Context: an optimization exercise on an open-source flow, tuned for small area, a short achievable clock period and few clock cycles. The choices shown serve that exercise and are no tape-out recipe. Only simulation tests tie the RTL to the original design; equivalence was not proved. Power is estimated from default activity; no workload was simulated.

===== flow/design.v =====
module dfe_delta_cb (
    input  wire [4:0]  idx,
    output reg  [5:0]  tlen,
    output reg  [44:0] bits
);
    always @(*) begin
        case (idx)
            5'd0: begin tlen = 6'd2; bits = 45'h000000000000; end
            5'd1: begin tlen = 6'd3; bits = 45'h000000000002; end
            5'd2: begin tlen = 6'd5; bits = 45'h000000000010; end
            5'd3: begin tlen = 6'd6; bits = 45'h000000000028; end
            5'd4: begin tlen = 6'd8; bits = 45'h0000000000c0; end
            5'd5: begin tlen = 6'd9; bits = 45'h0000000001a0; end
            5'd6: begin tlen = 6'd11; bits = 45'h000000000700; end
            5'd7: begin tlen = 6'd12; bits = 45'h000000000e80; end
            5'd8: begin tlen = 6'd14; bits = 45'h000000003c00; end
            5'd9: begin tlen = 6'd15; bits = 45'h000000007a00; end
            5'd10: begin tlen = 6'd17; bits = 45'h00000001f000; end
            5'd11: begin tlen = 6'd18; bits = 45'h00000003e800; end
            5'd12: begin tlen = 6'd20; bits = 45'h0000000fc000; end
            5'd13: begin tlen = 6'd21; bits = 45'h0000001fa000; end
            5'd14: begin tlen = 6'd22; bits = 45'h0000003f8000; end
            5'd15: begin tlen = 6'd24; bits = 45'h000000ff0000; end
            5'd16: begin tlen = 6'd26; bits = 45'h000003fe0000; end
            5'd17: begin tlen = 6'd31; bits = 45'h00007fe40000; end
            5'd18: begin tlen = 6'd32; bits = 45'h0000ffcc0000; end
            5'd19: begin tlen = 6'd33; bits = 45'h0001ffa00000; end
            5'd20: begin tlen = 6'd34; bits = 45'h0003ff500000; end
            5'd21: begin tlen = 6'd35; bits = 45'h0007fec00000; end
            5'd22: begin tlen = 6'd36; bits = 45'h000ffdc00000; end
            5'd23: begin tlen = 6'd37; bits = 45'h001ffc000000; end
            5'd24: begin tlen = 6'd38; bits = 45'h003ff9000000; end
            5'd25: begin tlen = 6'd39; bits = 45'h007ff4000000; end
            5'd26: begin tlen = 6'd40; bits = 45'h00ffec000000; end
            5'd27: begin tlen = 6'd41; bits = 45'h01ffe0000000; end
            5'd28: begin tlen = 6'd42; bits = 45'h03ffd0000000; end
            5'd29: begin tlen = 6'd43; bits = 45'h07ffc0000000; end
            5'd30: begin tlen = 6'd44; bits = 45'h0fffc0000000; end
            5'd31: begin tlen = 6'd44; bits = 45'h0ffc00000000; end
            default: begin tlen = 6'd0; bits = 45'h0; end
        endcase
    end
endmodule
module dfe_run_cb (
    input  wire [7:0]  idx,
    output reg  [4:0]  len,
    output reg  [19:0] bitsl
);
    always @(*) begin
        case (idx)
            8'd0: begin len = 5'd2; bitsl = 20'h00000; end
            8'd1: begin len = 5'd3; bitsl = 20'h40000; end
            8'd2: begin len = 5'd3; bitsl = 20'h60000; end
            8'd3: begin len = 5'd3; bitsl = 20'h80000; end
            8'd4: begin len = 5'd4; bitsl = 20'ha0000; end
            8'd5: begin len = 5'd4; bitsl = 20'hb0000; end
            8'd6: begin len = 5'd4; bitsl = 20'hc0000; end
            8'd7: begin len = 5'd5; bitsl = 20'hd0000; end
            8'd8: begin len = 5'd5; bitsl = 20'hd8000; end
            8'd9: begin len = 5'd5; bitsl = 20'he0000; end
            8'd10: begin len = 5'd6; bitsl = 20'he8000; end
            8'd11: begin len = 5'd6; bitsl = 20'hec000; end
            8'd12: begin len = 5'd6; bitsl = 20'hf0000; end
            8'd13: begin len = 5'd7; bitsl = 20'hf4000; end
            8'd14: begin len = 5'd7; bitsl = 20'hf6000; end
            8'd15: begin len = 5'd8; bitsl = 20'hfa000; end
            8'd16: begin len = 5'd8; bitsl = 20'hfb000; end
            8'd17: begin len = 5'd8; bitsl = 20'hfc000; end
            8'd18: begin len = 5'd9; bitsl = 20'hfd000; end
            8'd19: begin len = 5'd9; bitsl = 20'hfd800; end
            8'd20: begin len = 5'd9; bitsl = 20'hfe000; end
            8'd21: begin len = 5'd10; bitsl = 20'hfe800; end
            8'd22: begin len = 5'd10; bitsl = 20'hfec00; end
            8'd23: begin len = 5'd10; bitsl = 20'hff000; end
            8'd24: begin len = 5'd11; bitsl = 20'hff400; end
            8'd25: begin len = 5'd11; bitsl = 20'hff600; end
            8'd26: begin len = 5'd11; bitsl = 20'hff800; end
            8'd27: begin len = 5'd12; bitsl = 20'hffa00; end
            8'd28: begin len = 5'd12; bitsl = 20'hffb00; end
            8'd29: begin len = 5'd13; bitsl = 20'hffc00; end
            8'd30: begin len = 5'd13; bitsl = 20'hffc80; end
            8'd31: begin len = 5'd13; bitsl = 20'hffd00; end
            8'd32: begin len = 5'd14; bitsl = 20'hffd80; end
            8'd33: begin len = 5'd14; bitsl = 20'hffdc0; end
            8'd34: begin len = 5'd14; bitsl = 20'hffe00; end
            8'd35: begin len = 5'd15; bitsl = 20'hffe40; end
            8'd36: begin len = 5'd15; bitsl = 20'hffe60; end
            8'd37: begin len = 5'd15; bitsl = 20'hffe80; end
            8'd38: begin len = 5'd16; bitsl = 20'hffea0; end
            8'd39: begin len = 5'd16; bitsl = 20'hffeb0; end
            8'd40: begin len = 5'd17; bitsl = 20'hffec0; end
            8'd41: begin len = 5'd17; bitsl = 20'hffec8; end
            8'd42: begin len = 5'd17; bitsl = 20'hffed0; end
            8'd43: begin len = 5'd18; bitsl = 20'hffed8; end
            8'd44: begin len = 5'd18; bitsl = 20'hffedc; end
            8'd45: begin len = 5'd18; bitsl = 20'hffee0; end
            8'd46: begin len = 5'd19; bitsl = 20'hffee4; end
            8'd47: begin len = 5'd19; bitsl = 20'hffee6; end
            8'd48: begin len = 5'd19; bitsl = 20'hffee8; end
            8'd49: begin len = 5'd20; bitsl = 20'hfff7a; end
            8'd50: begin len = 5'd20; bitsl = 20'hfff7b; end
            8'd51: begin len = 5'd20; bitsl = 20'hfff7c; end
            8'd52: begin len = 5'd20; bitsl = 20'hfff7d; end
            8'd53: begin len = 5'd20; bitsl = 20'hfff7e; end
            8'd54: begin len = 5'd20; bitsl = 20'hfff7f; end
            8'd55: begin len = 5'd20; bitsl = 20'hfff80; end
            8'd56: begin len = 5'd20; bitsl = 20'hfff81; end
            8'd57: begin len = 5'd20; bitsl = 20'hfff82; end
            8'd58: begin len = 5'd20; bitsl = 20'hfff83; end
            8'd59: begin len = 5'd20; bitsl = 20'hfff84; end
            8'd60: begin len = 5'd20; bitsl = 20'hfff85; end
            8'd61: begin len = 5'd20; bitsl = 20'hfff86; end
            8'd62: begin len = 5'd20; bitsl = 20'hfff87; end
            8'd63: begin len = 5'd20; bitsl = 20'hfff88; end
            8'd64: begin len = 5'd20; bitsl = 20'hfff89; end
            8'd65: begin len = 5'd20; bitsl = 20'hfff8a; end
            8'd66: begin len = 5'd20; bitsl = 20'hfff8b; end
            8'd67: begin len = 5'd20; bitsl = 20'hfff8c; end
            8'd68: begin len = 5'd20; bitsl = 20'hfff8d; end
            8'd69: begin len = 5'd20; bitsl = 20'hfff8e; end
            8'd70: begin len = 5'd20; bitsl = 20'hfff8f; end
            8'd71: begin len = 5'd20; bitsl = 20'hfff90; end
            8'd72: begin len = 5'd20; bitsl = 20'hfff91; end
            8'd73: begin len = 5'd20; bitsl = 20'hfff92; end
            8'd74: begin len = 5'd20; bitsl = 20'hfff93; end
            8'd75: begin len = 5'd20; bitsl = 20'hfff94; end
            8'd76: begin len = 5'd20; bitsl = 20'hfff95; end
            8'd77: begin len = 5'd20; bitsl = 20'hfff96; end
            8'd78: begin len = 5'd20; bitsl = 20'hfff97; end
            8'd79: begin len = 5'd20; bitsl = 20'hfff98; end
            8'd80: begin len = 5'd20; bitsl = 20'hfff99; end
            8'd81: begin len = 5'd20; bitsl = 20'hfff9a; end
            8'd82: begin len = 5'd20; bitsl = 20'hfff9b; end
            8'd83: begin len = 5'd20; bitsl = 20'hfff9c; end
            8'd84: begin len = 5'd20; bitsl = 20'hfff9d; end
            8'd85: begin len = 5'd20; bitsl = 20'hfff9e; end
            8'd86: begin len = 5'd20; bitsl = 20'hfff9f; end
            8'd87: begin len = 5'd20; bitsl = 20'hfffa0; end
            8'd88: begin len = 5'd20; bitsl = 20'hfffa1; end
            8'd89: begin len = 5'd20; bitsl = 20'hfffa2; end
            8'd90: begin len = 5'd20; bitsl = 20'hfffa3; end
            8'd91: begin len = 5'd20; bitsl = 20'hfffa4; end
            8'd92: begin len = 5'd20; bitsl = 20'hfffa5; end
            8'd93: begin len = 5'd20; bitsl = 20'hfffa6; end
            8'd94: begin len = 5'd20; bitsl = 20'hfffa7; end
            8'd95: begin len = 5'd20; bitsl = 20'hfffa8; end
            8'd96: begin len = 5'd20; bitsl = 20'hfffa9; end
            8'd97: begin len = 5'd20; bitsl = 20'hfffaa; end
            8'd98: begin len = 5'd20; bitsl = 20'hfffab; end
            8'd99: begin len = 5'd20; bitsl = 20'hfffac; end
            8'd100: begin len = 5'd20; bitsl = 20'hfffad; end
            8'd101: begin len = 5'd20; bitsl = 20'hfffae; end
            8'd102: begin len = 5'd20; bitsl = 20'hfffaf; end
            8'd103: begin len = 5'd20; bitsl = 20'hfffb0; end
            8'd104: begin len = 5'd20; bitsl = 20'hfffb1; end
            8'd105: begin len = 5'd20; bitsl = 20'hfffb2; end
            8'd106: begin len = 5'd20; bitsl = 20'hfffb3; end
            8'd107: begin len = 5'd20; bitsl = 20'hfffb4; end
            8'd108: begin len = 5'd20; bitsl = 20'hfffb5; end
            8'd109: begin len = 5'd20; bitsl = 20'hfffb6; end
            8'd110: begin len = 5'd20; bitsl = 20'hfffb7; end
            8'd111: begin len = 5'd20; bitsl = 20'hfffb8; end
            8'd112: begin len = 5'd20; bitsl = 20'hfffb9; end
            8'd113: begin len = 5'd20; bitsl = 20'hfffba; end
            8'd114: begin len = 5'd20; bitsl = 20'hfffbb; end
            8'd115: begin len = 5'd20; bitsl = 20'hfffbc; end
            8'd116: begin len = 5'd20; bitsl = 20'hfffbd; end
            8'd117: begin len = 5'd20; bitsl = 20'hfffbe; end
            8'd118: begin len = 5'd20; bitsl = 20'hfffbf; end
            8'd119: begin len = 5'd20; bitsl = 20'hfffc0; end
            8'd120: begin len = 5'd20; bitsl = 20'hfffc1; end
            8'd121: begin len = 5'd20; bitsl = 20'hfffc2; end
            8'd122: begin len = 5'd20; bitsl = 20'hfffc3; end
            8'd123: begin len = 5'd20; bitsl = 20'hfffc4; end
            8'd124: begin len = 5'd20; bitsl = 20'hfffc5; end
            8'd125: begin len = 5'd20; bitsl = 20'hfffc6; end
            8'd126: begin len = 5'd20; bitsl = 20'hfffc7; end
            8'd127: begin len = 5'd20; bitsl = 20'hfffc8; end
            8'd128: begin len = 5'd20; bitsl = 20'hfffc9; end
            8'd129: begin len = 5'd20; bitsl = 20'hfffca; end
            8'd130: begin len = 5'd20; bitsl = 20'hfffcb; end
            8'd131: begin len = 5'd20; bitsl = 20'hfffcc; end
            8'd132: begin len = 5'd20; bitsl = 20'hfffcd; end
            8'd133: begin len = 5'd20; bitsl = 20'hfffce; end
            8'd134: begin len = 5'd20; bitsl = 20'hfffcf; end
            8'd135: begin len = 5'd20; bitsl = 20'hfffd0; end
            8'd136: begin len = 5'd20; bitsl = 20'hfffd1; end
            8'd137: begin len = 5'd20; bitsl = 20'hfffd2; end
            8'd138: begin len = 5'd20; bitsl = 20'hfffd3; end
            8'd139: begin len = 5'd20; bitsl = 20'hfffd4; end
            8'd140: begin len = 5'd20; bitsl = 20'hfffd5; end
            8'd141: begin len = 5'd20; bitsl = 20'hfffd6; end
            8'd142: begin len = 5'd20; bitsl = 20'hfffd7; end
            8'd143: begin len = 5'd20; bitsl = 20'hfffd8; end
            8'd144: begin len = 5'd20; bitsl = 20'hfffd9; end
            8'd145: begin len = 5'd20; bitsl = 20'hfffda; end
            8'd146: begin len = 5'd20; bitsl = 20'hfffdb; end
            8'd147: begin len = 5'd20; bitsl = 20'hfffdc; end
            8'd148: begin len = 5'd20; bitsl = 20'hfffdd; end
            8'd149: begin len = 5'd20; bitsl = 20'hfffde; end
            8'd150: begin len = 5'd20; bitsl = 20'hfffdf; end
            8'd151: begin len = 5'd20; bitsl = 20'hfffe0; end
            8'd152: begin len = 5'd20; bitsl = 20'hfffe1; end
            8'd153: begin len = 5'd20; bitsl = 20'hfffe2; end
            8'd154: begin len = 5'd20; bitsl = 20'hfffe3; end
            8'd155: begin len = 5'd20; bitsl = 20'hfffe4; end
            8'd156: begin len = 5'd20; bitsl = 20'hfffe5; end
            8'd157: begin len = 5'd20; bitsl = 20'hfffe6; end
            8'd158: begin len = 5'd20; bitsl = 20'hfffe7; end
            8'd159: begin len = 5'd20; bitsl = 20'hfffe8; end
            8'd160: begin len = 5'd20; bitsl = 20'hfffe9; end
            8'd161: begin len = 5'd20; bitsl = 20'hfffea; end
            8'd162: begin len = 5'd20; bitsl = 20'hfffeb; end
            8'd163: begin len = 5'd20; bitsl = 20'hfffec; end
            8'd164: begin len = 5'd20; bitsl = 20'hfffed; end
            8'd165: begin len = 5'd20; bitsl = 20'hfffee; end
            8'd166: begin len = 5'd20; bitsl = 20'hfffef; end
            8'd167: begin len = 5'd20; bitsl = 20'hffff0; end
            8'd168: begin len = 5'd20; bitsl = 20'hffff1; end
            8'd169: begin len = 5'd20; bitsl = 20'hffff2; end
            8'd170: begin len = 5'd20; bitsl = 20'hffff3; end
            8'd171: begin len = 5'd20; bitsl = 20'hffff4; end
            8'd172: begin len = 5'd20; bitsl = 20'hffff5; end
            8'd173: begin len = 5'd20; bitsl = 20'hffff6; end
            8'd174: begin len = 5'd20; bitsl = 20'hffff7; end
            8'd175: begin len = 5'd20; bitsl = 20'hffff8; end
            8'd176: begin len = 5'd20; bitsl = 20'hffff9; end
            8'd177: begin len = 5'd20; bitsl = 20'hffffa; end
            8'd178: begin len = 5'd20; bitsl = 20'hffffb; end
            8'd179: begin len = 5'd20; bitsl = 20'hffffc; end
            8'd180: begin len = 5'd20; bitsl = 20'hffffd; end
            8'd181: begin len = 5'd20; bitsl = 20'hffffe; end
            8'd182: begin len = 5'd20; bitsl = 20'hfffff; end
            8'd183: begin len = 5'd19; bitsl = 20'hffeea; end
            8'd184: begin len = 5'd19; bitsl = 20'hffeec; end
            8'd185: begin len = 5'd19; bitsl = 20'hffeee; end
            8'd186: begin len = 5'd19; bitsl = 20'hffef0; end
            8'd187: begin len = 5'd19; bitsl = 20'hffef2; end
            8'd188: begin len = 5'd19; bitsl = 20'hffef4; end
            8'd189: begin len = 5'd19; bitsl = 20'hffef6; end
            8'd190: begin len = 5'd19; bitsl = 20'hffef8; end
            8'd191: begin len = 5'd19; bitsl = 20'hffefa; end
            8'd192: begin len = 5'd19; bitsl = 20'hffefc; end
            8'd193: begin len = 5'd19; bitsl = 20'hffefe; end
            8'd194: begin len = 5'd19; bitsl = 20'hfff00; end
            8'd195: begin len = 5'd19; bitsl = 20'hfff02; end
            8'd196: begin len = 5'd19; bitsl = 20'hfff04; end
            8'd197: begin len = 5'd19; bitsl = 20'hfff06; end
            8'd198: begin len = 5'd19; bitsl = 20'hfff08; end
            8'd199: begin len = 5'd19; bitsl = 20'hfff0a; end
            8'd200: begin len = 5'd19; bitsl = 20'hfff0c; end
            8'd201: begin len = 5'd19; bitsl = 20'hfff0e; end
            8'd202: begin len = 5'd19; bitsl = 20'hfff10; end
            8'd203: begin len = 5'd19; bitsl = 20'hfff12; end
            8'd204: begin len = 5'd19; bitsl = 20'hfff14; end
            8'd205: begin len = 5'd19; bitsl = 20'hfff16; end
            8'd206: begin len = 5'd19; bitsl = 20'hfff18; end
            8'd207: begin len = 5'd19; bitsl = 20'hfff1a; end
            8'd208: begin len = 5'd19; bitsl = 20'hfff1c; end
            8'd209: begin len = 5'd19; bitsl = 20'hfff1e; end
            8'd210: begin len = 5'd19; bitsl = 20'hfff20; end
            8'd211: begin len = 5'd19; bitsl = 20'hfff22; end
            8'd212: begin len = 5'd19; bitsl = 20'hfff24; end
            8'd213: begin len = 5'd19; bitsl = 20'hfff26; end
            8'd214: begin len = 5'd19; bitsl = 20'hfff28; end
            8'd215: begin len = 5'd19; bitsl = 20'hfff2a; end
            8'd216: begin len = 5'd19; bitsl = 20'hfff2c; end
            8'd217: begin len = 5'd19; bitsl = 20'hfff2e; end
            8'd218: begin len = 5'd19; bitsl = 20'hfff30; end
            8'd219: begin len = 5'd19; bitsl = 20'hfff32; end
            8'd220: begin len = 5'd19; bitsl = 20'hfff34; end
            8'd221: begin len = 5'd19; bitsl = 20'hfff36; end
            8'd222: begin len = 5'd19; bitsl = 20'hfff38; end
            8'd223: begin len = 5'd19; bitsl = 20'hfff3a; end
            8'd224: begin len = 5'd19; bitsl = 20'hfff3c; end
            8'd225: begin len = 5'd19; bitsl = 20'hfff3e; end
            8'd226: begin len = 5'd19; bitsl = 20'hfff40; end
            8'd227: begin len = 5'd19; bitsl = 20'hfff42; end
            8'd228: begin len = 5'd19; bitsl = 20'hfff44; end
            8'd229: begin len = 5'd19; bitsl = 20'hfff46; end
            8'd230: begin len = 5'd19; bitsl = 20'hfff48; end
            8'd231: begin len = 5'd19; bitsl = 20'hfff4a; end
            8'd232: begin len = 5'd19; bitsl = 20'hfff4c; end
            8'd233: begin len = 5'd19; bitsl = 20'hfff4e; end
            8'd234: begin len = 5'd19; bitsl = 20'hfff50; end
            8'd235: begin len = 5'd19; bitsl = 20'hfff52; end
            8'd236: begin len = 5'd19; bitsl = 20'hfff54; end
            8'd237: begin len = 5'd19; bitsl = 20'hfff56; end
            8'd238: begin len = 5'd19; bitsl = 20'hfff58; end
            8'd239: begin len = 5'd19; bitsl = 20'hfff5a; end
            8'd240: begin len = 5'd19; bitsl = 20'hfff5c; end
            8'd241: begin len = 5'd19; bitsl = 20'hfff5e; end
            8'd242: begin len = 5'd19; bitsl = 20'hfff60; end
            8'd243: begin len = 5'd19; bitsl = 20'hfff62; end
            8'd244: begin len = 5'd19; bitsl = 20'hfff64; end
            8'd245: begin len = 5'd19; bitsl = 20'hfff66; end
            8'd246: begin len = 5'd19; bitsl = 20'hfff68; end
            8'd247: begin len = 5'd19; bitsl = 20'hfff6a; end
            8'd248: begin len = 5'd19; bitsl = 20'hfff6c; end
            8'd249: begin len = 5'd19; bitsl = 20'hfff6e; end
            8'd250: begin len = 5'd19; bitsl = 20'hfff70; end
            8'd251: begin len = 5'd19; bitsl = 20'hfff72; end
            8'd252: begin len = 5'd19; bitsl = 20'hfff74; end
            8'd253: begin len = 5'd19; bitsl = 20'hfff76; end
            8'd254: begin len = 5'd19; bitsl = 20'hfff78; end
            8'd255: begin len = 5'd7; bitsl = 20'hf8000; end
            default: begin len = 5'd0; bitsl = 20'h0; end
        endcase
    end
endmodule
module dfe_top (
    input  wire        clk,
    input  wire        rst,
    input  wire        cmd_valid,
    output wire        cmd_ready,
    input  wire [63:0] cmd_data,
    input  wire [7:0]  reg_addr,
    output reg  [31:0] reg_rdata,
    output wire        sink_valid,
    output wire [7:0]  sink_data,
    input  wire        sink_ready,
    input  wire        sink_err
);
    localparam [1:0] S_UNCONF = 2'd0, S_IDLE = 2'd1, S_FRAME = 2'd2, S_ERROR = 2'd3;
    localparam [3:0] OP_NOP = 4'h0, OP_CONFIG = 4'h1, OP_FSTART = 4'h2, OP_PIXEL = 4'h3,
                     OP_PUTB = 4'h4, OP_FLUSH = 4'h5, OP_ENCD = 4'h6, OP_ENCR = 4'h7,
                     OP_CLEAR = 4'h8;
    localparam [2:0] R_OK = 3'd0, R_RESERVED = 3'd1, R_STATE = 3'd2, R_OPERAND = 3'd3,
                     R_MISMATCH = 3'd4, R_PENDING = 3'd5, R_OVERFLOW = 3'd6,
                     R_ABORT = 3'd7;
    localparam [3:0] Q_IDLE   = 4'd0,    
                     Q_MUL    = 4'd1,    
                     Q_RUN    = 4'd2,    
                     Q_RESC   = 4'd3,    
                     Q_DELTA  = 4'd4,    
                     Q_PUT    = 4'd5,    
                     Q_PIXUPD = 4'd6,    
                     Q_ENDUPD = 4'd7,    
                     Q_FLUSH  = 4'd8,    
                     Q_EMIT   = 4'd9,    
                     Q_FEND   = 4'd10;   
    reg [1:0]  state;
    reg [15:0] cfg_w, cfg_h;
    reg [31:0] length;
    reg [31:0] pix_idx;
    reg [31:0] run_len;
    reg [15:0] prev;
    reg [77:0] win;
    reg [6:0]  occ;           
    reg [63:0] frame_bytes;
    reg [63:0] total_bytes;
    reg        done;
    reg [2:0]  resp;
    reg        err_abort;     
    reg [3:0]  step;
    reg [3:0]  ret_step;      
    reg [3:0]  cnt;           
    reg        flushing;      
    reg        closing;       
    reg        is_pixel;      
    reg        use_opnd;      
    reg        pix_last;      
    reg [31:0] opnd;          
    reg [5:0]  put_n;
    assign cmd_ready  = (step == Q_IDLE);
    assign sink_valid = (step == Q_EMIT);
    assign sink_data  = win[77:70];
    wire [3:0]  op    = cmd_data[63:60];
    wire [15:0] c_w   = cmd_data[31:16];
    wire [15:0] c_h   = cmd_data[15:0];
    wire [31:0] c_a   = cmd_data[31:0];
    wire [5:0]  c_n   = cmd_data[37:32];
    reg reserved;
    always @(*) begin
        case (op)
            OP_NOP, OP_FLUSH, OP_CLEAR:           reserved = |cmd_data[59:0];
            OP_CONFIG, OP_FSTART, OP_PIXEL,
            OP_ENCD, OP_ENCR:                     reserved = |cmd_data[59:32];
            OP_PUTB:                              reserved = |cmd_data[59:38];
            default:                              reserved = 1'b1;
        endcase
    end
    reg state_ok;
    always @(*) begin
        case (op)
            OP_CONFIG:                       state_ok = (state == S_UNCONF) || (state == S_IDLE);
            OP_FSTART:                       state_ok = (state == S_IDLE);
            OP_PIXEL:                        state_ok = (state == S_FRAME);
            OP_PUTB, OP_FLUSH, OP_ENCD, OP_ENCR:
                                             state_ok = (state == S_UNCONF) || (state == S_IDLE);
            default:                         state_ok = 1'b1;
        endcase
    end
    wire acc_empty   = (occ == 7'd0);
    wire operand_bad = ((op == OP_CONFIG) && ((c_w == 16'd0) || (c_h == 16'd0))) ||
                       ((op == OP_PUTB) && (c_n > 6'd32)) ||
                       ((op == OP_PIXEL) && (c_a[31:16] != 16'd0));
    wire mismatch    = (op == OP_FSTART) && ((c_w != cfg_w) || (c_h != cfg_h));
    wire pending     = ((op == OP_CONFIG) || (op == OP_FSTART)) && !acc_empty;
    wire overflow    = (op == OP_ENCD) && (c_a == 32'h8000_0000);
    reg [2:0] rej_code;
    always @(*) begin
        if (reserved)         rej_code = R_RESERVED;
        else if (!state_ok)   rej_code = R_STATE;
        else if (operand_bad) rej_code = R_OPERAND;
        else if (mismatch)    rej_code = R_MISMATCH;
        else if (pending)     rej_code = R_PENDING;
        else if (overflow)    rej_code = R_OVERFLOW;
        else                  rej_code = R_OK;
    end
    wire        pix_valid = (c_a[15:0] != 16'd0);           
    wire [31:0] pix_next  = pix_idx + 32'd1;
    wire        is_last   = (pix_next == length);
    wire        in_idle = (step == Q_IDLE);
    wire [31:0] dx   = in_idle ? {16'd0, c_a[15:0]} : opnd;
    wire [31:0] dy   = (in_idle || is_pixel) ? {16'd0, prev} : 32'd0;
    wire [31:0] dpos = dx - dy;
    wire [31:0] dneg = dy - dx;
    wire        dsgn = dpos[31];
    wire [31:0] dmag = dsgn ? dneg : dpos;
    reg  [4:0]  dcat;                                        
    integer i;
    always @(*) begin
        dcat = 5'd0;
        for (i = 0; i < 32; i = i + 1)
            if (dmag[i]) dcat = i + 1;
    end
    reg  [31:0] dmask;                                       
    always @(*) begin
        dmask[31] = dmag[31];
        for (i = 30; i >= 0; i = i - 1)
            dmask[i] = dmask[i + 1] | dmag[i];
    end
    wire [31:0] draw = (dsgn ? ~dmag : dmag) & dmask;        
    wire [5:0]  dtlen;
    wire [44:0] dcode;
    dfe_delta_cb u_dcb (.idx(dcat), .tlen(dtlen), .bits(dcode));
    wire [44:0] dbits = dcode | {13'd0, draw};
    wire [31:0] rval  = (use_opnd && !in_idle) ? opnd : run_len;
    wire        resc  = (rval > 32'd254);
    wire [7:0]  rcat  = resc ? 8'd255 : rval[7:0];
    wire [31:0] rraw  = rval - 32'd255;
    wire [4:0]  rlen;
    wire [19:0] rcode;
    dfe_run_cb u_rcb (.idx(rcat), .len(rlen), .bitsl(rcode));
    reg         ins_run;
    reg  [44:0] fv;
    reg  [5:0]  fn;
    always @(*) begin
        ins_run = 1'b0;
        fv      = 45'd0;
        fn      = 6'd0;
        case (step)
            Q_IDLE:  begin ins_run = 1'b1; fv = dbits; fn = dtlen; end
            Q_RUN:   begin ins_run = 1'b1; end
            Q_RESC:  begin fv = {13'd0, rraw}; fn = 6'd32; end
            Q_DELTA: begin fv = dbits; fn = dtlen; end
            Q_PUT:   begin fv = {13'd0, opnd & ~(32'hffff_ffff << put_n)}; fn = put_n; end
            default: ;
        endcase
    end
    wire [4:0]  rn      = ins_run ? rlen : 5'd0;
    wire [6:0]  run_end = occ + {2'd0, rn};
    wire [6:0]  occ_ins = run_end + {1'b0, fn};
    wire [6:0]  fsh     = 7'd78 - occ_ins;
    wire [77:0] run_ins = ins_run ? ({rcode, 58'd0} >> occ) : 78'd0;
    wire [77:0] win_ins = win | run_ins | ({33'd0, fv} << fsh);
    wire        ovf     = (occ_ins > 7'd32);
    reg  [3:0]  ins_next;
    always @(*) begin
        case (step)
            Q_RUN:   ins_next = resc ? Q_RESC : closing ? Q_ENDUPD : use_opnd ? Q_IDLE : Q_DELTA;
            Q_RESC:  ins_next = closing ? Q_ENDUPD : use_opnd ? Q_IDLE : Q_DELTA;
            Q_DELTA: ins_next = is_pixel ? Q_PIXUPD : Q_IDLE;
            default: ins_next = Q_IDLE;
        endcase
    end
    wire [6:0]  occ_sub8 = (occ > 7'd8) ? (occ - 7'd8) : 7'd0;
    wire [16:0] mul_sum = {1'b0, length[31:16]} + (length[0] ? {1'b0, cfg_w} : 17'd0);
    always @(posedge clk) begin
        if (rst) begin
            state       <= S_UNCONF;
            cfg_w       <= 16'd0;
            cfg_h       <= 16'd0;
            length      <= 32'd0;
            pix_idx     <= 32'd0;
            run_len     <= 32'd0;
            prev        <= 16'd0;
            win         <= 78'd0;
            occ         <= 7'd0;
            frame_bytes <= 64'd0;
            total_bytes <= 64'd0;
            done        <= 1'b0;
            resp        <= R_OK;
            err_abort   <= 1'b0;
            step        <= Q_IDLE;
        end else begin
            case (step)
                Q_IDLE: if (cmd_valid) begin
                    closing  <= 1'b0;
                    is_pixel <= 1'b0;
                    use_opnd <= 1'b0;
                    pix_last <= is_last;
                    resp     <= rej_code;
                    if (rej_code == R_OK) begin
                        case (op)
                            OP_CONFIG: begin
                                cfg_w       <= c_w;
                                cfg_h       <= c_h;
                                length      <= {16'd0, c_h};
                                cnt         <= 4'd0;
                                total_bytes <= 64'd0;
                                frame_bytes <= 64'd0;
                                done        <= 1'b0;
                                pix_idx     <= 32'd0;
                                run_len     <= 32'd0;
                                prev        <= 16'd0;
                                state       <= S_IDLE;
                                step        <= Q_MUL;
                            end
                            OP_FSTART: begin
                                run_len     <= 32'd0;
                                prev        <= 16'd0;
                                pix_idx     <= 32'd0;
                                frame_bytes <= 64'd0;
                                done        <= 1'b0;
                                state       <= S_FRAME;
                            end
                            OP_PIXEL: begin
                                opnd <= {16'd0, c_a[15:0]};
                                if (pix_valid) begin
                                    is_pixel <= 1'b1;
                                    if (resc) begin
                                        step <= Q_RUN;
                                    end else begin
                                        win <= win_ins;
                                        occ <= occ_ins;
                                        if (ovf) begin
                                            cnt      <= 4'd0;
                                            flushing <= 1'b0;
                                            ret_step <= Q_PIXUPD;
                                            step     <= Q_EMIT;
                                        end else if (is_last) begin
                                            step <= Q_PIXUPD;
                                        end else begin
                                            run_len <= 32'd0;
                                            prev    <= c_a[15:0];
                                            pix_idx <= pix_next;
                                        end
                                    end
                                end else begin
                                    run_len <= run_len + 32'd1;
                                    pix_idx <= pix_next;
                                    if (is_last) begin
                                        is_pixel <= 1'b1;
                                        closing  <= 1'b1;
                                        step     <= Q_RUN;
                                    end
                                end
                            end
                            OP_PUTB: begin
                                opnd  <= c_a;
                                put_n <= c_n;
                                step  <= Q_PUT;
                            end
                            OP_FLUSH: step <= Q_FLUSH;
                            OP_ENCD: begin
                                opnd <= c_a;
                                step <= Q_DELTA;
                            end
                            OP_ENCR: begin
                                opnd     <= c_a;
                                use_opnd <= 1'b1;
                                step     <= Q_RUN;
                            end
                            OP_CLEAR: begin
                                win       <= 78'd0;
                                occ       <= 7'd0;
                                run_len   <= 32'd0;
                                prev      <= 16'd0;
                                pix_idx   <= 32'd0;
                                done      <= 1'b0;
                                err_abort <= 1'b0;
                                state     <= (cfg_w != 16'd0) ? S_IDLE : S_UNCONF;
                            end
                            default: ;
                        endcase
                    end
                end
                Q_MUL: begin
                    length <= {mul_sum, length[15:1]};
                    cnt    <= cnt + 4'd1;
                    if (cnt == 4'd15) step <= Q_IDLE;
                end
                Q_RUN, Q_RESC, Q_DELTA, Q_PUT: begin
                    win <= win_ins;
                    occ <= occ_ins;
                    if (ovf) begin
                        cnt      <= 4'd0;
                        flushing <= 1'b0;
                        ret_step <= ins_next;
                        step     <= Q_EMIT;
                    end else begin
                        step <= ins_next;
                    end
                end
                Q_PIXUPD: begin
                    run_len <= 32'd0;
                    prev    <= opnd[15:0];
                    pix_idx <= pix_next;
                    if (pix_last) begin
                        closing <= 1'b1;
                        step    <= Q_RUN;
                    end else begin
                        step <= Q_IDLE;
                    end
                end
                Q_ENDUPD: begin
                    run_len <= 32'd0;
                    step    <= Q_FLUSH;
                end
                Q_FLUSH: begin
                    if (occ == 7'd0) begin
                        step <= closing ? Q_FEND : Q_IDLE;
                    end else begin
                        flushing <= 1'b1;
                        ret_step <= closing ? Q_FEND : Q_IDLE;
                        step     <= Q_EMIT;
                    end
                end
                Q_EMIT: if (sink_ready) begin
                    if (sink_err) begin
                        state     <= S_ERROR;
                        err_abort <= 1'b1;
                        resp      <= R_ABORT;
                        win       <= 78'd0;
                        occ       <= 7'd0;
                        done      <= 1'b0;
                        step      <= Q_IDLE;
                    end else begin
                        total_bytes <= total_bytes + 64'd1;
                        if (state == S_FRAME)
                            frame_bytes <= frame_bytes + 64'd1;
                        win <= {win[69:0], 8'd0};
                        occ <= occ_sub8;
                        cnt <= cnt + 4'd1;
                        if (flushing ? (occ <= 7'd8)
                                     : ((cnt[1:0] == 2'd3) && (occ <= 7'd40))) begin
                            if (ret_step == Q_PIXUPD && !pix_last) begin
                                run_len <= 32'd0;
                                prev    <= opnd[15:0];
                                pix_idx <= pix_next;
                                step    <= Q_IDLE;
                            end else begin
                                step <= ret_step;
                            end
                        end
                    end
                end
                Q_FEND: begin
                    state <= S_IDLE;
                    done  <= 1'b1;
                    step  <= Q_IDLE;
                end
                default: step <= Q_IDLE;
            endcase
        end
    end
    wire [7:0] last_resp = (resp == R_ABORT) ? 8'h10 : {5'd0, resp};
    wire [6:0] free      = 7'd32 - occ;
    always @(*) begin
        case (reg_addr)
            8'h00: reg_rdata = {8'd0, 3'd0, err_abort, 4'd0, last_resp, 4'd0, acc_empty, done, state};
            8'h04: reg_rdata = {cfg_w, cfg_h};
            8'h08: reg_rdata = length;
            8'h0C: reg_rdata = pix_idx;
            8'h10: reg_rdata = run_len;
            8'h14: reg_rdata = {16'd0, prev};
            8'h18: reg_rdata = win[77:46];
            8'h20: reg_rdata = {25'd0, free};
            8'h24: reg_rdata = frame_bytes[31:0];
            8'h28: reg_rdata = frame_bytes[63:32];
            8'h2C: reg_rdata = total_bytes[31:0];
            8'h30: reg_rdata = total_bytes[63:32];
            8'h34: reg_rdata = 32'h0020_1020;    
            default: reg_rdata = 32'd0;
        endcase
    end
endmodule

===== flow/run.sh =====
#!/bin/bash
# synth_recipe.tcl (not shown) runs the flow's synth.tcl, then flattens the netlist and writes it again
# the make line also repeats each setting of config.mk as NAME=value (left out here)
make -C /OpenROAD-flow-scripts/flow DESIGN_CONFIG=/design/flow/config.mk WORK_HOME=/design/flow/orfs CLKGATE_MAP_FILE= SYNTH_SCRIPT=/design/flow/synth_recipe.tcl finish

===== flow/config.mk =====
export PLATFORM = sky130hd
export DESIGN_NAME = dfe_top
export DESIGN_NICKNAME = dfe_top
export VERILOG_FILES = /design/flow/design.v
export SDC_FILE = /design/flow/constraint.sdc
export NUM_CORES = 4
export LEC_CHECK = 0
export CAP_MARGIN = 20
export CORE_MARGIN = 2
export CORE_UTILIZATION = 40
export SLEW_MARGIN = 20
export SYNTH_MEMORY_MAX_BITS = 16384

===== flow/constraint.sdc =====
create_clock -name core_clock -period 12.0 [get_ports {clk}]
set_input_delay 2.4000 -clock core_clock [delete_from_list [all_inputs] [get_ports {clk}]]
set_output_delay 2.4000 -clock core_clock [all_outputs]
set_load 0.01 [all_outputs]

==> run summary, run 1 <==
Power comes to 5.52 mW. The root buffer cell chosen for the clock tree is clkbuf_16. The total area inside the core boundary comes to 0.0987 mm2. The arrival time at the worst endpoint came out at 12.16 ns.

The worst endpoint required time is 12.52 ns. The count of nets left with antenna violations once routing finished came out at 0. The total overflow reported by the global router is 0. Of the total power, registers draw 25.7%. In this run the worst path has a maximum fanout of 31. Of the total power, combinational logic draws 46.5%.

The number of antenna violations at the first check in global routing came out at 14. In the layout the commonest cells are nor2_1, nand2_1, a21oi_1. The delay contributed by the slowest stage of the critical path is 0.66 ns. The tool flagged a number of max-cap violations equal to 0. The pin count of the biggest net entering global routing is 95.

The number of violations reported at the end of detailed-routing iteration 0 is 7623. Counting distinct cell types in the post-synthesis netlist gives 116. The post-synth net total is 5680. The placed wire-length estimate after detailed placement came out at 170000 um. The kind of start point of the critical path is an input port.

Setup repair after global routing left no endpoint under its margin. For this run, design rule violations remaining after detail routing come to 0. The minimum clock period came out at 11.64 ns. The worst hold path begins at win[1]$_SDFFE_PP0P_. The cell type with the highest occurrence count on the critical path is nand2_1.

The count of flip-flops with a built-in enable after synthesis is 51. Cells with a size suffix above 1 make up 11.8% of the layout. The global-route usage over all layers came out at 40.9%.

The number of hold buffers added after cts is 0. The number of warnings reported in the yosys synthesis log is 3. The first global-routing pass estimated 311000 um of wire. The instance count after placement with tap cells included is 6894. The switching power of the nets is 2.38 mW. The count of final setup violators came out at 0.

The number of buffers added by the clock tree synthesis step came out at 46. The worst-case headroom to the max-slew limit came out at 27.5%. For this design, the sink count on the clock tree is 419. The number of detailed-route iterations in the first pass came out at 6. The highest ir drop seen on vdd came out at 123 uV. Buffers placed on the I/O ports in this run total 118. The flip-flop and latch count after synthesis is 419.

The synthesized area divided by synthesized cell count came out at 7.26 um2. On the final layout, the worst clock skew is 0.0489 ns. The number of primary I/O pins is 119. The ratio of final minimum period to clock period is 97.0%. The run finished with no timing, DRC or antenna violations. The critical path starts at cmd_data[14]. The final count of hold timing violations came out at 0. The maximum number of buffers from clock root to sink came out at 3.

Measured along the x axis, the die boundary spans 320 um. The library cell used most frequently in the layout, excluding fill and tap cells, is nor2_1. The worst setup path is captured at a flip-flop.

The switching portion of total power is 43.1%. The global placer's final weighted congestion is 1.03. For this design the static power due to leakage is 16.6 nW. In the routed layout, each cell is associated on average with a via count of 6.87. The number of placement rows came out at 115.

The register clock-pin slew on the reported worst setup and hold paths came out at 0.06 ns. The total power divided by cell area came out at 120 mW/mm2. The gate count of the mapped netlist is 5508. The async set-or-reset flop fraction in the synthesized netlist came out at 0%.

At the later pin of the worst-skew pair, clock insertion delay measures 0.66 ns. TritonCTS built the clock tree. The min-delay analysis places its worst path in the category reg -> reg.

The startpoint identified for the worst register-to-register timing path is step[0]$_SDFFE_PP0P_. The cell-internal power is 3.14 mW. The synthesis-to-finish area growth came out at 15.1%. In the synthesized netlist the dominant register cell turns out to be dfxtp_1. Setup slack closes at 0.363 ns. OpenSTA, run right after detailed placement, puts the worst setup slack at -0.0583 ns. In this run the vertical extent of the chip is 320 um. In the final routed layout, each cell accounts on average for 31.2 um. The H-tree level count is 2. The register area share after synthesis came out at 22.2%.

The die covers 0.103 mm2. The netlist area before placement is 0.0400 mm2. The number of cells in the finished layout apart from fillers is 6987. In this run, the clock network consumes 27.8% of the power. The slowest cell on the critical path is a2111oi_0.

The number of vias after detailed routing is 47982. The initial cell density of the core is 40.5%. The critical path is of the in -> reg type. Static timing analysis puts the maximum clock frequency at 85.9 MHz. The routed design has 218000 um of wire. The total number of nets in the final design is 5831. The number of pins exceeding their max-slew limit in the final report was 0. The number of global-route vias before repair is 43100. At the pin with the least slew margin, the transition time is 1.07 ns.
[timing repair]
action | CTS | global route
setup buffers | 0 | 3
setup endpoints to repair | 0 | 7
gates resized for setup | 0 | 3
[critical path, delay by kind of cell]
kind	cells	cell delay [ns]
compound gates	11	3.33
simple gates	9	1.85
buf+inv	7	1.70
fa+ha+maj	4	1.59
xor+xnor	3	1.01
mux	1	0.26
[state kept, by name, summed over array words and instances, names as in the netlist, 2 cells and up]
signal / flops
frame_bytes: 64
resp: 3
pix_idx: 32
step: 4
cfg_w: 16
cnt: 4
win: 78
run_len: 32
state: 2
occ: 7
opnd: 32
ret_step: 4
cfg_h: 16
length: 32
total_bytes: 64
prev: 16
put_n: 6
[layout make-up]
| type | count | area, um2 |
|---|---|---|
| clock buffers | 68 | 1380 |
| diodes | 7 | 17.5 |
| flip-flops and latches | 419 | 8900 |
| clock inverters | 14 | 189 |
| well taps | 1287 | 1610 |
| repair buffers | 519 | 4330 |
| fillers | 10110 | 52700 |
| inverters | 116 | 437 |
| multi-input cells | 4557 | 29200 |
[power groups by stage]
stage	clock network, mW	registers, mW	logic [mW]
3_3_place_gp	0	1.45	2.39
2_1_floorplan	0	1.45	1.12
3_5_place_dp	0	1.45	2.37
5_1_grt	1.58	1.42	2.60
6_report	1.54	1.42	2.57
4_1_cts	1.54	1.42	2.39
[cell families after synthesis]
group	after synthesis	synth area share (%)
compound gates	1691	29.7
mux	198	5.72
simple gates	2244	26.6
flops	419	22.2
buf+inv	532	5.34
fa+ha+maj	95	3.14
xor+xnor	329	7.32
[synthesized netlist by cell type (64+ instances only)]
cell type | instances | area, um2
xnor2_1 | 173 | 1520
nand3_1 | 231 | 1160
dfxtp_1 | 368 | 7370
ha_1 | 86 | 1080
a221oi_1 | 91 | 797
a21oi_1 | 401 | 2010
mux2i_1 | 143 | 1430
nand4_1 | 82 | 513
inv_1 | 106 | 398
o21ai_0 | 257 | 1290
nor2_1 | 712 | 2670
xor2_1 | 153 | 1340
o211ai_1 | 64 | 480
a22oi_1 | 71 | 533
or3_1 | 65 | 407
nor4_1 | 67 | 419
a211oi_1 | 112 | 841
nor3_1 | 180 | 901
and3_1 | 92 | 576
clkbuf_1 | 318 | 1190
nand2_1 | 548 | 2060
[layer usage]
layer  GRT usage [%]  vias up  wire length, um
met4            21.3       12            13500
met3            12.6      601            28100
met1            54.9    23234            88400
met2            58.4     3202            88000
li1                -    20933                -
met5               0        -               83
[final timing paths]
check | end | slack [ns] | cells after the start
max | win[57]$_SDFFE_PP0P_ | 0.36 | 35
min | win[1]$_SDFFE_PP0P_ | 0.47 | 2
max reg2reg | win[57]$_SDFFE_PP0P_ | 0.97 | 37
min reg2reg | win[1]$_SDFFE_PP0P_ | 0.47 | 2
[per-stage QoR]
step	hold WS (ns)	setup TNS (ns)	instance area, um2	util, %
after floorplan	0.437	0	40000	-
after global placement	0.453	0	44400	45.0
after detailed placement	0.460	-0.0916	44400	45.0
after CTS	0.473	0	45900	46.5
after global routing	0.490	0	46000	46.6
final	0.468	0	46000	46.6
Testbench counts, summed over its fixed seeds: cycles 12,882.
==> run 2: changes to the inputs <==
--- a/flow/design.v
+++ b/flow/design.v
@@ -333,5 +333,3 @@
                      Q_RUN    = 4'd2,    
-                     Q_RESC   = 4'd3,    
                      Q_DELTA  = 4'd4,    
-                     Q_PUT    = 4'd5,    
                      Q_PIXUPD = 4'd6,    
@@ -360,6 +358,4 @@
     reg        is_pixel;      
-    reg        use_opnd;      
     reg        pix_last;      
-    reg [31:0] opnd;          
-    reg [5:0]  put_n;
+    reg [15:0] sample;        
     assign cmd_ready  = (step == Q_IDLE);
@@ -414,22 +410,29 @@
     wire        in_idle = (step == Q_IDLE);
-    wire [31:0] dx   = in_idle ? {16'd0, c_a[15:0]} : opnd;
-    wire [31:0] dy   = (in_idle || is_pixel) ? {16'd0, prev} : 32'd0;
+    wire        op_encd = (op == OP_ENCD);
+    wire [31:0] dx   = in_idle ? c_a : {16'd0, sample};
+    wire [31:0] dy   = (in_idle && op_encd) ? 32'd0 : {16'd0, prev};
     wire [31:0] dpos = dx - dy;
     wire [31:0] dneg = dy - dx;
-    wire        dsgn = dpos[31];
-    wire [31:0] dmag = dsgn ? dneg : dpos;
-    reg  [4:0]  dcat;                                        
-    integer i;
-    always @(*) begin
-        dcat = 5'd0;
-        for (i = 0; i < 32; i = i + 1)
-            if (dmag[i]) dcat = i + 1;
-    end
-    reg  [31:0] dmask;                                       
-    always @(*) begin
-        dmask[31] = dmag[31];
-        for (i = 30; i >= 0; i = i - 1)
-            dmask[i] = dmask[i + 1] | dmag[i];
-    end
-    wire [31:0] draw = (dsgn ? ~dmag : dmag) & dmask;        
+    wire        dsgn = (in_idle && op_encd) ? c_a[31] : dpos[16];
+    function [4:0] bitlen;
+        input [31:0] m;
+        integer j;
+        begin
+            bitlen = 5'd0;
+            for (j = 0; j < 32; j = j + 1)
+                if (m[j]) bitlen = j + 1;
+        end
+    endfunction
+    function [31:0] smear;                                   
+        input [31:0] m;
+        integer j;
+        begin
+            smear[31] = m[31];
+            for (j = 30; j >= 0; j = j - 1)
+                smear[j] = smear[j + 1] | m[j];
+        end
+    endfunction
+    wire [4:0]  dcat  = dsgn ? bitlen(dneg) : bitlen(dpos);  
+    wire [31:0] dmask = dsgn ? smear(dneg) : smear(dpos);    
+    wire [31:0] draw  = (dsgn ? ~dneg : dpos) & dmask;       
     wire [5:0]  dtlen;
@@ -438,5 +441,4 @@
     wire [44:0] dbits = dcode | {13'd0, draw};
-    wire [31:0] rval  = (use_opnd && !in_idle) ? opnd : run_len;
+    wire [31:0] rval  = (in_idle && op == OP_ENCR) ? c_a : run_len;
     wire        resc  = (rval > 32'd254);
-    wire [7:0]  rcat  = resc ? 8'd255 : rval[7:0];
     wire [31:0] rraw  = rval - 32'd255;
@@ -444,3 +446,4 @@
     wire [19:0] rcode;
-    dfe_run_cb u_rcb (.idx(rcat), .len(rlen), .bitsl(rcode));
+    dfe_run_cb u_rcb (.idx(rval[7:0]), .len(rlen), .bitsl(rcode));
+    wire [44:0] rfield = {6'd0, 7'h7c, rraw};                
     reg         ins_run;
@@ -453,7 +456,14 @@
         case (step)
-            Q_IDLE:  begin ins_run = 1'b1; fv = dbits; fn = dtlen; end
-            Q_RUN:   begin ins_run = 1'b1; end
-            Q_RESC:  begin fv = {13'd0, rraw}; fn = 6'd32; end
+            Q_IDLE: case (op)
+                OP_PIXEL: if (resc) begin fv = rfield; fn = 6'd39; end
+                          else begin ins_run = 1'b1; fv = dbits; fn = dtlen; end
+                OP_ENCR:  if (resc) begin fv = rfield; fn = 6'd39; end
+                          else ins_run = 1'b1;
+                OP_ENCD:  begin fv = dbits; fn = dtlen; end
+                OP_PUTB:  begin fv = {13'd0, c_a & ~(32'hffff_ffff << c_n)}; fn = c_n; end
+                default: ;
+            endcase
+            Q_RUN:   if (resc) begin fv = rfield; fn = 6'd39; end
+                     else ins_run = 1'b1;
             Q_DELTA: begin fv = dbits; fn = dtlen; end
-            Q_PUT:   begin fv = {13'd0, opnd & ~(32'hffff_ffff << put_n)}; fn = put_n; end
             default: ;
@@ -463,16 +473,10 @@
     wire [6:0]  run_end = occ + {2'd0, rn};
+    wire [6:0]  fbase   = 7'd78 - run_end;
+    wire [6:0]  fsh     = fbase - {1'b0, fn};
     wire [6:0]  occ_ins = run_end + {1'b0, fn};
-    wire [6:0]  fsh     = 7'd78 - occ_ins;
+    wire [6:0]  room    = 7'd32 - run_end;                   
+    wire        ovf     = (run_end > 7'd32) || ({1'b0, fn} > room);
     wire [77:0] run_ins = ins_run ? ({rcode, 58'd0} >> occ) : 78'd0;
     wire [77:0] win_ins = win | run_ins | ({33'd0, fv} << fsh);
-    wire        ovf     = (occ_ins > 7'd32);
-    reg  [3:0]  ins_next;
-    always @(*) begin
-        case (step)
-            Q_RUN:   ins_next = resc ? Q_RESC : closing ? Q_ENDUPD : use_opnd ? Q_IDLE : Q_DELTA;
-            Q_RESC:  ins_next = closing ? Q_ENDUPD : use_opnd ? Q_IDLE : Q_DELTA;
-            Q_DELTA: ins_next = is_pixel ? Q_PIXUPD : Q_IDLE;
-            default: ins_next = Q_IDLE;
-        endcase
-    end
+    wire [3:0]  ins_next = (step == Q_RUN) ? Q_ENDUPD : Q_PIXUPD;
     wire [6:0]  occ_sub8 = (occ > 7'd8) ? (occ - 7'd8) : 7'd0;
@@ -501,3 +505,2 @@
                     is_pixel <= 1'b0;
-                    use_opnd <= 1'b0;
                     pix_last <= is_last;
@@ -529,22 +532,20 @@
                             OP_PIXEL: begin
-                                opnd <= {16'd0, c_a[15:0]};
+                                sample <= c_a[15:0];
                                 if (pix_valid) begin
                                     is_pixel <= 1'b1;
-                                    if (resc) begin
-                                        step <= Q_RUN;
+                                    win <= win_ins;
+                                    occ <= occ_ins;
+                                    if (ovf) begin
+                                        cnt      <= 4'd0;
+                                        flushing <= 1'b0;
+                                        ret_step <= resc ? Q_DELTA : Q_PIXUPD;
+                                        step     <= Q_EMIT;
+                                    end else if (resc) begin
+                                        step <= Q_DELTA;
+                                    end else if (is_last) begin
+                                        step <= Q_PIXUPD;
                                     end else begin
-                                        win <= win_ins;
-                                        occ <= occ_ins;
-                                        if (ovf) begin
-                                            cnt      <= 4'd0;
-                                            flushing <= 1'b0;
-                                            ret_step <= Q_PIXUPD;
-                                            step     <= Q_EMIT;
-                                        end else if (is_last) begin
-                                            step <= Q_PIXUPD;
-                                        end else begin
-                                            run_len <= 32'd0;
-                                            prev    <= c_a[15:0];
-                                            pix_idx <= pix_next;
-                                        end
+                                        run_len <= 32'd0;
+                                        prev    <= c_a[15:0];
+                                        pix_idx <= pix_next;
                                     end
@@ -560,16 +561,12 @@
                             end
-                            OP_PUTB: begin
-                                opnd  <= c_a;
-                                put_n <= c_n;
-                                step  <= Q_PUT;
-                            end
                             OP_FLUSH: step <= Q_FLUSH;
-                            OP_ENCD: begin
-                                opnd <= c_a;
-                                step <= Q_DELTA;
-                            end
-                            OP_ENCR: begin
-                                opnd     <= c_a;
-                                use_opnd <= 1'b1;
-                                step     <= Q_RUN;
+                            OP_PUTB, OP_ENCD, OP_ENCR: begin
+                                win <= win_ins;
+                                occ <= occ_ins;
+                                if (ovf) begin
+                                    cnt      <= 4'd0;
+                                    flushing <= 1'b0;
+                                    ret_step <= Q_IDLE;
+                                    step     <= Q_EMIT;
+                                end
                             end
@@ -594,3 +591,3 @@
                 end
-                Q_RUN, Q_RESC, Q_DELTA, Q_PUT: begin
+                Q_RUN, Q_DELTA: begin
                     win <= win_ins;
@@ -608,3 +605,3 @@
                     run_len <= 32'd0;
-                    prev    <= opnd[15:0];
+                    prev    <= sample;
                     pix_idx <= pix_next;
@@ -650,3 +647,3 @@
                                 run_len <= 32'd0;
-                                prev    <= opnd[15:0];
+                                prev    <= sample;
                                 pix_idx <= pix_next;
==> run 2 against run 1 <==
Net effect:
- still clean on timing, DRC and antenna
- maximum frequency is 0.87% higher
- synthesized cell count about the same
- utilization rose by 2.0 points
- non-clock buffer count increased by 255
- die area decreased by 2.0%
- clock power barely moved
- synthesized area decreased by 2.1%
- design area increased by 2.4%
- combinational power is 31% lower
- global-route usage down 1.0 points
- via count rose by 0.14%
- clock-buffer cell count is 6 lower
- critical path type unchanged
- critical endpoint is now win[71]$_SDFFE_PP0P_
==> run summary, run 2 <==
The number of violations reported at the end of detailed-routing iteration 0 came to 7076 (was 7623). The wire length reported by the detailed router came out at 208000 um (was 218000 um). The pin count of the biggest net entering global routing is 150 (was 95). The horizontal die dimension came out at 317 um (was 320 um). The power consumption is 4.61 mW (was 5.52 mW). Most frequent cells in the layout: nor2_1, buf_4, nand2_1 (was nor2_1, nand2_1, a21oi_1). The total overflow reported by the global router came out at 0 (unchanged).

The arrival time at the worst endpoint is 12.10 ns (was 12.16 ns). The worst-case headroom to the max-slew limit came to 22.4% (was 27.5%). The actual slew at the worst max-slew pin is 1.16 ns (was 1.07 ns). The number of flip-flops under the largest register name is 78 (unchanged).

The count of different cell masters after synthesis is 107 (was 116). The flip-flop and latch count after synthesis is 395 (was 419). The post-synth net total was 5706 (was 5680). The source of the worst register-to-register timing path is step[3]$_SDFFE_PP0P_ (was step[0]$_SDFFE_PP0P_). The instance count after placement with tap cells included came out at 7143 (was 6894). The async set-or-reset flop fraction in the synthesized netlist came to 0% (unchanged).

The synthesized area divided by synthesized cell count was 7.11 um2 (was 7.26 um2). The area of the core region came out at 0.0969 mm2 (was 0.0987 mm2). The slack of the worst reg-to-reg path is 1.14 ns (was 0.97 ns). The maximum fanout count along the critical path is 11 (was 31). The total power divided by cell area is 97.7 mW/mm2 (was 120 mW/mm2). The number of cells in the finished layout apart from fillers came out at 7228 (was 6987). The number of gates resized after CTS came out at 0 (unchanged).

The most frequent standard cell in the layout excluding fill and tap cells is nor2_1 (unchanged). The post-CTS setup repair buffer count came out at 0 (unchanged). The clock latency on the worst-skew pair is 0.63 ns (was 0.66 ns). The final worst slack is 0.464 ns (was 0.363 ns). The kind of start point of the critical path is an input port (unchanged). The number of buffer cells added on primary ports came out at 118 (unchanged).

The total number of nets in the final design is 6108 (was 5831). The number of placement rows came out at 114 (was 115). The clock skew after layout came out at 0.0214 ns (was 0.0489 ns).

The share of layout cells above drive strength 1 is 15.1% (was 11.8%). The TritonCTS clock tree was built (unchanged). The destination of the worst hold path was win[3]$_SDFFE_PP0P_ (was win[1]$_SDFFE_PP0P_). The endpoint of the worst register-to-register path is win[71]$_SDFFE_PP0P_ (was win[57]$_SDFFE_PP0P_).

The startpoint-to-endpoint class of the critical path is in -> reg (unchanged). The count of final setup violators is 0 (unchanged). The number of maximum-capacitance violations was 0 (unchanged). Leading cell types by total area after synthesis: dfxtp_1, nor2_1, a21oi_1 (was dfxtp_1, nor2_1, nand2_1).

The cell type with the highest occurrence count on the critical path is buf_4 (was nand2_1). Outcome: complete, no violations (unchanged). The origin of the worst min-delay path is win[3]$_SDFFE_PP0P_ (was win[1]$_SDFFE_PP0P_). The clock net sink count came out at 395 (was 419). The portion of synthesized cell area occupied by the leading cell type came out at 18.8% (was 18.4%). Top cell types by occurrence after synthesis: nor2_1, nand2_1, a21oi_1 (unchanged). The via-per-instance ratio is 6.65 (was 6.87). The number of vias after detailed routing is 48050 (was 47982). The leakage dissipation came out at 18.2 nW (was 16.6 nW). The worst endpoint required time was 12.56 ns (was 12.52 ns). The final count of hold timing violations came out at 0 (unchanged). The worst hold path stage count is 2 (unchanged). The number of detailed-route iterations in the first pass is 7 (was 6). The register with the highest flop count was win (unchanged).

The highest ir drop seen on vdd came out at 93.1 uV (was 123 uV). The number of global-route vias before repair was 43660 (was 43100). The register area share after synthesis is 20.9% (was 22.2%). The register clock-pin slew on the reported worst setup and hold paths is 0.06 ns (about the same). The count of flip-flops with a built-in enable after synthesis was 27 (was 51). The worst hold-check path type is reg -> reg (unchanged). The maximum number of buffers from clock root to sink came out at 3 (unchanged).

The pre-CTS setup slack is 0.163 ns (was -0.0583 ns). The most common cell in the synthesized netlist is nor2_1 (unchanged). The final total negative setup slack is 0 ns (unchanged). The delay contributed by the slowest stage of the critical path came out at 0.67 ns (was 0.66 ns). The number of routed nets with antenna violations is 0 (unchanged). Largest registers in the final layout: win: 78 flops, frame_bytes: 64 flops, total_bytes: 64 flops (unchanged). The depth of the worst register-to-register path came out at 41 (was 37). The number of pins exceeding their max-slew limit in the final report is 0 (unchanged). The global-route usage over all layers is 39.8% (was 40.9%). The global placer's final weighted congestion was 1.08 (was 1.03). The maximum operating frequency was 86.7 MHz (was 85.9 MHz). The synthesis-to-finish area growth came out at 20.4% (was 15.1%). The netlist area before placement is 0.0392 mm2 (was 0.0400 mm2). The die outline height was 317 um (was 320 um). The ratio of final minimum period to clock period came out at 96.1% (was 97.0%). RSZ-0062 raised after global routing: no (unchanged).

The placed wire-length estimate after detailed placement is 162000 um (was 170000 um). The DRC violation count after routing came out at 0 (unchanged). The wire length per cell after detailed routing came out at 28.8 um (was 31.2 um). The biggest area consumer among synthesized cells is dfxtp_1 (unchanged). The clock root buffer is clkbuf_16 (unchanged). The number of warnings reported in the yosys synthesis log came out at 3 (unchanged). The number of antenna violations at the first check in global routing is 9 (was 14). The number of primary I/O pins is 119 (unchanged).

The gate count of the mapped netlist was 5512 (was 5508). The main flop type after synthesis is dfxtp_1 (unchanged). The sort of element at the end of the critical path is a flip-flop (unchanged). The minimum clock period came to 11.54 ns (was 11.64 ns). The number of buffers added by the clock tree synthesis step came out at 45 (was 46). The H-tree level count came out at 2 (unchanged). The number of hold buffers added after cts was 0 (unchanged). The global-route wire length before repair is 299000 um (was 311000 um). The initial cell density of the core is 40.4% (was 40.5%). The slowest cell on the critical path is or4b_2 (was a2111oi_0). The area enclosed by the die boundary came to 0.100 mm2 (was 0.103 mm2).
==> run 2: through the flow <==
step	hold slack [ns]	instance area (um2)	utilization (%)
CTS	0.477	47100	48.7
global placement	0.451	45600	47.1
floorplan	0.429	39200	-
finish	0.477	47100	48.7
detailed placement	0.460	45600	47.1
global route	0.500	47100	48.7
==> run 2: worst max-delay path by stage <==
| stage | startpoint | end | slack [ns] | cells past startpoint |
|---|---|---|---|---|
| finish | cmd_data[62] | win[71]$_SDFFE_PP0P_ | 0.46 | 39 |
| global route | cmd_data[62] | run_len[25]$_SDFFE_PP0P_ | 0.04 | 45 |
| CTS | cmd_data[62] | win[71]$_SDFFE_PP0P_ | 0.78 | 40 |
| detailed placement | cmd_data[62] | win[71]$_SDFFE_PP0P_ | 0.16 | 40 |
| global placement | cmd_data[62] | win[71]$_SDFFE_PP0P_ | 0.31 | 43 |
| floorplan | cmd_data[63] | run_len[31]$_SDFFE_PP0P_ | 0.43 | 45 |
==> run 2: area by class of cell <==
class | count | area, um2
fillers | 9800 | 49700
multi-input cells | 4562 | 29000
flip-flops and latches | 395 | 8180
repair buffers | 774 | 6280
well taps | 1276 | 1600
clock buffers | 62 | 1260
inverters | 136 | 512
clock inverters | 20 | 300
diodes | 3 | 7.51
==> run 2: worst max-delay path: cells and delay by family <==
| kind | cells | cell delay [ns] |
|---|---|---|
| and+or+nand+nor | 9 | 2.57 |
| AOI/OAI and AO/OA | 15 | 3.89 |
| buffers and inverters | 9 | 1.72 |
| xor gates and xnor gates | 2 | 0.32 |
| adders and majority gates | 4 | 1.16 |
==> run 2: report_power, final <==
group | total [mW] | switching, mW | internal [mW]
Combinational | 1.77 | 1.08 | 0.690
Clock | 1.51 | 0.639 | 0.871
Sequential | 1.33 | 0.00101 | 1.33
Total | 4.61 | 1.72 | 2.89
==> run 2: logic make-up after synthesis <==
family                   count (synthesis)  synth area share (%)
AO/OA/AOI/OAI                         1781                  31.0
XOR/XNOR                               327                  7.31
adder cells (fa/ha/maj)                117                  3.83
buffers and inverters                  555                  5.45
flip-flops                             395                  20.9
multiplexers                           194                  5.71
AND/OR/NAND/NOR                       2143                  25.8
==> run 2: layer usage <==
metal  vias up  share of wire [%]  track usage, %
met5         -              0.030               0
met4         8                6.1            19.9
met3       624                 12            9.82
met2      3169                 41            58.6
met1     22923                 41            54.0
li1      21326                  -               -
Testbench counts of run 2, summed over its fixed seeds: cycles 12,882.

-- separate check: timing with driven ports --
The results above use ideal ports. As a check the final layouts listed here were re-extracted and re-timed, cells and wires unchanged.
Step 1, drivers: a clkbuf_16 drives clk and a buf_2 each remaining input, both assumed.
Step 2 also shifts input and output timing later by t, the mid clock arrival at the registers, as if the neighbouring blocks saw the same clock.
Three values: ideal, step 1, step 2; two values: the first two.
run	t, ns	setup WS [ns]	clock arrival spread, ns
run 1	0.710	0.363 / 0.412 / -0.298	0.050 / 0.050
run 2	0.678	0.464 / 0.503 / -0.176	0.024 / 0.023
With both steps, setup timing fails in run 1 and run 2, where it was met with ideal ports. For run 1, which loses most, drivers alone change the setup slack by +0.049 ns; drivers and shift together by -0.661 ns.
